This design comes from an exercise in tuning for small area on the open sky130 flow, not from production work.
Function was checked by simulation only, so behaviour that the tests miss may differ from the original.
Power and IR drop assume default switching activity.

==> ember <==
## pcf2127_rrc
module pcf2127_rrc (
    input  wire        clk,
    input  wire        rst,
    input  wire        cmd_valid,
    input  wire [55:0] cmd_word,
    output wire        busy,
    output reg         done,
    output reg  [2:0]  status,
    output reg         bus_init,
    output reg  [7:0]  bus_selid,
    output reg         sel,
    output wire        xfer_req,
    output wire        xfer_rd,
    output wire [7:0]  xfer_txd,
    input  wire        xfer_ack,
    input  wire        xfer_err,
    input  wire [7:0]  xfer_rxd,
    output wire        diag_valid,
    output wire [4:0]  diag_idx,
    output wire [7:0]  diag_val,
    output reg  [7:0]  t_second,
    output reg  [7:0]  t_minute,
    output reg  [7:0]  t_hour,
    output reg  [7:0]  t_day,
    output reg  [7:0]  t_weekday,
    output reg  [7:0]  t_month,
    output reg  [7:0]  t_year
);
export LEC_CHECK = 0
export ABC_AREA = 1
export CAP_MARGIN = 20
export CORE_MARGIN = 2
export CORE_UTILIZATION = 40
export PLACE_DENSITY = 0.6
export SLEW_MARGIN = 20
create_clock -name core_clock -period 14.0 [get_ports {clk}]
standard.sh (not shown) runs the stock make flow with config.mk's settings and CLKGATE_MAP_FILE= SYNTH_SCRIPT=/design/flow/synth_recipe.tcl, a recipe that flattens the netlist after the stock synthesis.
==> flow/flow/run.sh <==
#!/bin/bash
# The standard layout (standard.sh) with three choices made through ORFS's own variables:
#  - synthesis: the standard synthesis script, but ABC maps for area with the script in
#    flow/abc_area.script (set through a copy of ORFS's scripts folder used for synth only);
#    registers, flattening and renaming are untouched;
#  - port buffers use the smallest buffer cell (every port still gets its own buffer);
#  - the clock tree uses small clock buffers in small clusters and no dummy loads.
set -euo pipefail
here=$(pwd)
rm -rf "$here/synth_scripts"
cp -r "$FLOW_HOME/scripts" "$here/synth_scripts"
cp "$here/flow/abc_area.script" "$here/synth_scripts/abc_area.script"
SCRIPTS_DIR="$here/synth_scripts" bash standard.sh synth > synth_make.log 2>&1
export BUFFER_PORTS_ARGS="-buffer_cell sky130_fd_sc_hd__buf_1"
export CTS_ARGS="-sink_clustering_enable -repair_clock_nets -dont_use_dummy_load -buf_list sky130_fd_sc_hd__clkbuf_4 -sink_clustering_size 10 -sink_clustering_max_diameter 40"
bash standard.sh > standard_make.log 2>&1
==> flow/flow/abc_area.script <==
strash
&get -n
&deepsyn -T 60
&put
dch -f
amap -F 4 -A 8
topo
==> indigo: changes against ember <==
--- a/flow/design.v
+++ b/flow/design.v
@@ -26,28 +26,26 @@
     output reg  [7:0]  t_month,
     output reg  [7:0]  t_year
 );
     localparam [2:0] S_IDLE  = 3'd0;
     localparam [2:0] S_START = 3'd1;    
     localparam [2:0] S_ADDR  = 3'd2;    
     localparam [2:0] S_DATA  = 3'd3;    
     localparam [2:0] S_SLOT  = 3'd4;    
-    localparam [2:0] S_WAIT  = 3'd5;    
     localparam [2:0] S_WALK  = 3'd6;    
     localparam [2:0] S_DIV   = 3'd7;    
     localparam [2:0] K_END  = 3'd0;
     localparam [2:0] K_RD   = 3'd1;
     localparam [2:0] K_WR   = 3'd2;
-    localparam [2:0] K_WAIT = 3'd3;
     localparam [2:0] K_WALK = 3'd4;
     localparam [2:0] K_DIV  = 3'd5;
     reg  [207:0] ring;
     reg  [2:0]   state;
-    reg  [2:0]   step;
+    reg  [2:0]   step;         
     reg  [3:0]   opc;
     reg  [4:0]   k;
     reg  [4:0]   pos;
     reg  [7:0]   tx;
     reg          inited;
     wire [7:0] r0  = ring[7:0];
     wire [7:0] r1  = ring[15:8];
     wire [7:0] r19 = ring[159:152];
@@ -140,84 +138,84 @@
     reg [4:0] u_k0;
     reg [4:0] u_last;
     always @(*) begin
         u_kind = K_END;
         u_idx  = 5'h01;
         u_k0   = 5'd7;
         u_last = 5'd7;
         case (opc)
-            4'h1: if (step == 3'd0) begin
+            4'h1: if (step == 3'b000) begin
                       u_kind = K_WR; u_idx = 5'h00; u_k0 = 5'd0; u_last = 5'd25;
                   end
             4'h2: case (step)
-                    3'd0: begin u_kind = K_RD;   u_idx = 5'h0F; end
-                    3'd1: begin u_kind = K_WR;   u_idx = 5'h0F; end
-                    3'd2: begin u_kind = K_WAIT; u_k0 = 5'd0;   end
-                    3'd3: begin u_kind = K_RD;   u_idx = 5'h0F; end
-                    3'd4: begin u_kind = K_WR;   u_idx = 5'h0F; end
+                    3'b000: begin u_kind = K_RD;   u_idx = 5'h0F; end
+                    3'b001: begin u_kind = K_WR;   u_idx = 5'h0F; end
+                    3'b011: u_kind = K_DIV;           
+                    3'b111: begin u_kind = K_RD;   u_idx = 5'h0F; end
+                    3'b110: begin u_kind = K_WR;   u_idx = 5'h0F; end
                     default: ;
                   endcase
             4'h3: case (step)
-                    3'd0: begin u_kind = K_RD; u_idx = 5'h02; end
-                    3'd1: begin u_kind = K_RD; u_idx = 5'h12; u_k0 = 5'd8; u_last = 5'd8; end
-                    3'd2: begin u_kind = K_WR; u_idx = 5'h0F; end
-                    3'd3: begin u_kind = K_WR; u_idx = 5'h02; end
-                    3'd4: begin u_kind = K_WR; u_idx = 5'h12; u_k0 = 5'd8; u_last = 5'd8; end
+                    3'b000: begin u_kind = K_RD; u_idx = 5'h02; end
+                    3'b001: begin u_kind = K_RD; u_idx = 5'h12; u_k0 = 5'd8; u_last = 5'd8; end
+                    3'b011: begin u_kind = K_WR; u_idx = 5'h0F; end
+                    3'b111: begin u_kind = K_WR; u_idx = 5'h02; end
+                    3'b110: begin u_kind = K_WR; u_idx = 5'h12; u_k0 = 5'd8; u_last = 5'd8; end
                     default: ;
                   endcase
             4'h4: case (step)
-                    3'd0: begin u_kind = K_RD;   u_idx = 5'h00; u_k0 = 5'd0; u_last = 5'd25; end
-                    3'd1: begin u_kind = K_WALK;                u_k0 = 5'd0; u_last = 5'd25; end
+                    3'b000: begin u_kind = K_RD;   u_idx = 5'h00; u_k0 = 5'd0; u_last = 5'd25; end
+                    3'b001: begin u_kind = K_WALK;                u_k0 = 5'd0; u_last = 5'd25; end
                     default: ;
                   endcase
-            4'h5: if (step == 3'd0) begin
+            4'h5: if (step == 3'b000) begin
                       u_kind = K_WR; u_idx = 5'h03; u_k0 = 5'd0; u_last = 5'd6;
                   end
             4'h6: case (step)
-                    3'd0: begin u_kind = K_RD;   u_idx = 5'h03; u_k0 = 5'd0; u_last = 5'd6; end
-                    3'd1: begin u_kind = K_WALK;                u_k0 = 5'd0; u_last = 5'd6; end
+                    3'b000: begin u_kind = K_RD;   u_idx = 5'h03; u_k0 = 5'd0; u_last = 5'd6; end
+                    3'b001: begin u_kind = K_WALK;                u_k0 = 5'd0; u_last = 5'd6; end
                     default: ;
                   endcase
             4'h7, 4'h9, 4'hB, 4'hD:
                   case (step)
-                    3'd0: u_kind = K_RD;
-                    3'd1: u_kind = K_WR;
+                    3'b000: u_kind = K_RD;
+                    3'b001: u_kind = K_WR;
                     default: ;
                   endcase
             4'h8, 4'hA:
                   case (step)
-                    3'd0: u_kind = K_RD;
-                    3'd1: u_kind = K_WR;
-                    3'd2: begin u_kind = K_WR; u_idx = 5'h0A; u_k0 = 5'd0; u_last = 5'd4; end
+                    3'b000: u_kind = K_RD;
+                    3'b001: u_kind = K_WR;
+                    3'b011: begin u_kind = K_WR; u_idx = 5'h0A; u_k0 = 5'd0; u_last = 5'd4; end
                     default: ;
                   endcase
             4'hC: case (step)
-                    3'd0: u_kind = K_DIV;
-                    3'd1: u_kind = K_RD;
-                    3'd2: u_kind = K_WR;
-                    3'd3: begin u_kind = K_RD; u_idx = 5'h10; u_k0 = 5'd8; u_last = 5'd8; end
-                    3'd4: begin u_kind = K_WR; u_idx = 5'h10; u_k0 = 5'd8; u_last = 5'd9; end
+                    3'b000: u_kind = K_DIV;
+                    3'b001: u_kind = K_RD;
+                    3'b011: u_kind = K_WR;
+                    3'b111: begin u_kind = K_RD; u_idx = 5'h10; u_k0 = 5'd8; u_last = 5'd8; end
+                    3'b110: begin u_kind = K_WR; u_idx = 5'h10; u_k0 = 5'd8; u_last = 5'd9; end
                     default: ;
                   endcase
             4'hE: case (step)
-                    3'd0: u_kind = K_RD;
-                    3'd1: u_kind = K_WR;
-                    3'd2: begin u_kind = K_WR; u_idx = 5'h10; u_k0 = 5'd0; u_last = 5'd1; end
+                    3'b000: u_kind = K_RD;
+                    3'b001: u_kind = K_WR;
+                    3'b011: begin u_kind = K_WR; u_idx = 5'h10; u_k0 = 5'd0; u_last = 5'd1; end
                     default: ;
                   endcase
             default: ;
         endcase
     end
     wire u_rd    = (u_kind == K_RD);
     wire u_lastk = (k == u_last);
-    wire u_rev   = (opc == 4'h8) && (step == 3'd2);
+    wire u_rev   = (opc == 4'h8) && (step == 3'b011);
     wire hit     = (pos == {k[4:2], k[1:0] ^ {2{u_rev}}});
     wire [4:0] k_inc    = inc5(k);
-    wire [2:0] step_inc = {step[2] ^ (step[1] & step[0]), step[1] ^ step[0], ~step[0]};
+    wire [2:0] step_inc = {step[1:0], ~step[2]};    
     function [3:0] add3;
         input [3:0] x;
         add3 = {x[3] | (x[2] & (x[1] | x[0])),
                 (x[2] & ~x[1] & ~x[0]) | (x[3] & x[0]),
                 (~x[3] & ~x[2] & x[1]) | (x[2] & x[1] & x[0]) | (x[3] & ~x[0]),
                 (~x[3] & ~x[2] & x[0]) | (x[2] & x[1] & ~x[0]) | (x[3] & ~x[0])};
     endfunction
     wire [3:0] bc1 = add3({1'b0, r0[6:4]});
@@ -246,31 +244,31 @@
                 om[1] = (k == 5'd7) || (k == 5'd15) || (k == 5'd16);
                 om[2] = (k == 5'd7) || (k == 5'd15);
                 om[3] = (k == 5'd25);
                 om[6] = (k == 5'd18);
                 om[7] = (k == 5'd10) || (k == 5'd11) || (k == 5'd12) || (k == 5'd13) || (k == 5'd14);
             end
             4'h2: if (step[2]) am = ~8'h20; else om = 8'h20;
             4'h3: case (step)
-                    3'd2: begin am = 8'h00; om = 8'h07; end
-                    3'd3: om = 8'hE0;
+                    3'b011: begin am = 8'h00; om = 8'h07; end
+                    3'b111: om = 8'hE0;
                     default: om = 8'h40;
                   endcase
             4'h5: begin use_bcd = 1'b1; if (k == 5'd4) am = 8'h00; end
             4'h7: om = 8'h02;
-            4'h8: if (step == 3'd1) om = 8'h02;
+            4'h8: if (step == 3'b001) om = 8'h02;
                   else begin use_bcd = 1'b1; if (k == 5'd4) begin am = 8'h00; om = 8'h80; end end
             4'h9: am = ~8'h10;
-            4'hA: if (step == 3'd1) am = ~8'h02; else begin am = 8'h00; om = 8'h80; end
+            4'hA: if (step == 3'b001) am = ~8'h02; else begin am = 8'h00; om = 8'h80; end
             4'hB: om = 8'h01;
-            4'hC: if (step == 3'd2) om = 8'h01;
-                  else if (step == 3'd4 && !k[0]) begin am = ~8'hC3; om = {7'b0100001, r19[6]}; end
+            4'hC: if (step == 3'b011) om = 8'h01;
+                  else if (step == 3'b110 && !k[0]) begin am = ~8'hC3; om = {7'b0100001, r19[6]}; end
             4'hD: am = ~8'h08;
-            4'hE: if (step == 3'd1) am = ~8'h01;
+            4'hE: if (step == 3'b001) am = ~8'h01;
                   else begin am = 8'h00; om = k[0] ? 8'h00 : 8'h03; end
             default: ;
         endcase
     end
     wire [7:0] wdata = ((use_bcd ? bcd : r0) & am) | om;
     assign busy       = (state != S_IDLE);
     assign xfer_req   = (state == S_ADDR) || (state == S_DATA);
     assign xfer_rd    = (state == S_DATA) && u_rd;
@@ -288,17 +286,17 @@
         if (accept) begin
             ring[7:0]   <= cmd_word[7:0];
             ring[14:8]  <= {1'b0, cmd_word[13:8]};
             ring[22:16] <= {1'b0, cmd_word[21:16]};
             ring[30:24] <= {1'b0, cmd_word[29:24]};
             ring[46:40] <= {3'b000, cmd_word[35:32]};
             ring[54:48] <= cmd_word[46:40];
         end
-        pos <= (pos == 5'd25) ? 5'd0 : inc5(pos);
+        pos <= (pos[4] & pos[3] & pos[0]) ? 5'd0 : inc5(pos);      
         if (accept)
             pos <= 5'd0;
     end
     always @(posedge clk) begin
         if (rst) begin
             state    <= S_IDLE;
             inited   <= 1'b0;
             status   <= 3'd0;
@@ -329,21 +327,20 @@
                 S_START: begin
                     k <= u_k0;
                     case (u_kind)
                         K_RD, K_WR: begin
                             sel   <= 1'b1;
                             tx    <= {u_rd, 2'b01, u_idx};
                             state <= S_ADDR;
                         end
-                        K_WAIT: state <= S_WAIT;
                         K_WALK: state <= S_WALK;
                         K_DIV: begin
-                            tx    <= wdata;             
-                            k     <= cdt_le60 ? 5'd8 : 5'd0;
+                            tx    <= wdata;
+                            k     <= (cdt_le60 && opc[3]) ? 5'd8 : 5'd0;
                             state <= S_DIV;
                         end
                         default: begin
                             status <= 3'd0;
                             done   <= 1'b1;
                             state  <= S_IDLE;
                         end
                     endcase
@@ -389,25 +386,16 @@
                             step  <= step_inc;
                             state <= S_START;
                         end else begin
                             k     <= k_inc;
                             state <= S_SLOT;
                         end
                     end
                 end
-                S_WAIT: begin
-                    if (pos == 5'd0) begin
-                        k <= k_inc;
-                        if (k == 5'd4) begin
-                            step  <= step_inc;
-                            state <= S_START;
-                        end
-                    end
-                end
                 S_WALK: begin
                     if (hit) begin
                         k <= k_inc;
                         if (u_lastk) begin
                             step  <= step_inc;
                             state <= S_START;
                         end
                     end
==> run summary <==
Of indigo and ember, ember has the higher core utilization (gap 0.23 points).
In ember the synthesized area is larger than in indigo, by about 1.2%.
Against indigo, the first-iteration DRC count of ember is higher by 36%.
Between indigo and ember, the lower maximum frequency is in indigo (gap 5.7%, measured against ember).
Of ember and indigo, indigo has the higher non-clock buffer count (gap 1).
Between ember and indigo, the lower hold slack is in indigo (gap 0.00072 ns).
Of indigo and ember, indigo has the higher sequential power (gap about 9%, measured against ember).
In indigo the via count is smaller than in ember, by about 1.9%.
Against ember, the combinational power of indigo is larger by about 40%.

==> separate check: timing with driven ports <==
The results above use ideal ports. As a check the final layouts listed here were re-extracted and re-timed, cells and wires unchanged.
Step 1 (the two cells are an assumption about what drives the block):
set clk [get_ports {clk}]
set_driving_cell -lib_cell sky130_fd_sc_hd__clkbuf_16 $clk
set_driving_cell -lib_cell sky130_fd_sc_hd__buf_2 [delete_from_list [all_inputs] $clk]
Step 2 also shifts input and output timing later by t, the mid clock arrival at the registers, as if the neighbouring blocks saw the same clock.
Three values: no drivers, after step 1, after step 2; two values: the first two.
| run | t, ns | setup slack, ns | worst data-port slew with drivers (ns) |
|---|---|---|---|
| ember | 0.679 | 6.922 / 6.879 / 7.558 | 0.05 |
| indigo | 0.645 | 6.495 / 6.454 / 7.099 | 0.05 |
After both steps setup and hold are still met in every run listed.
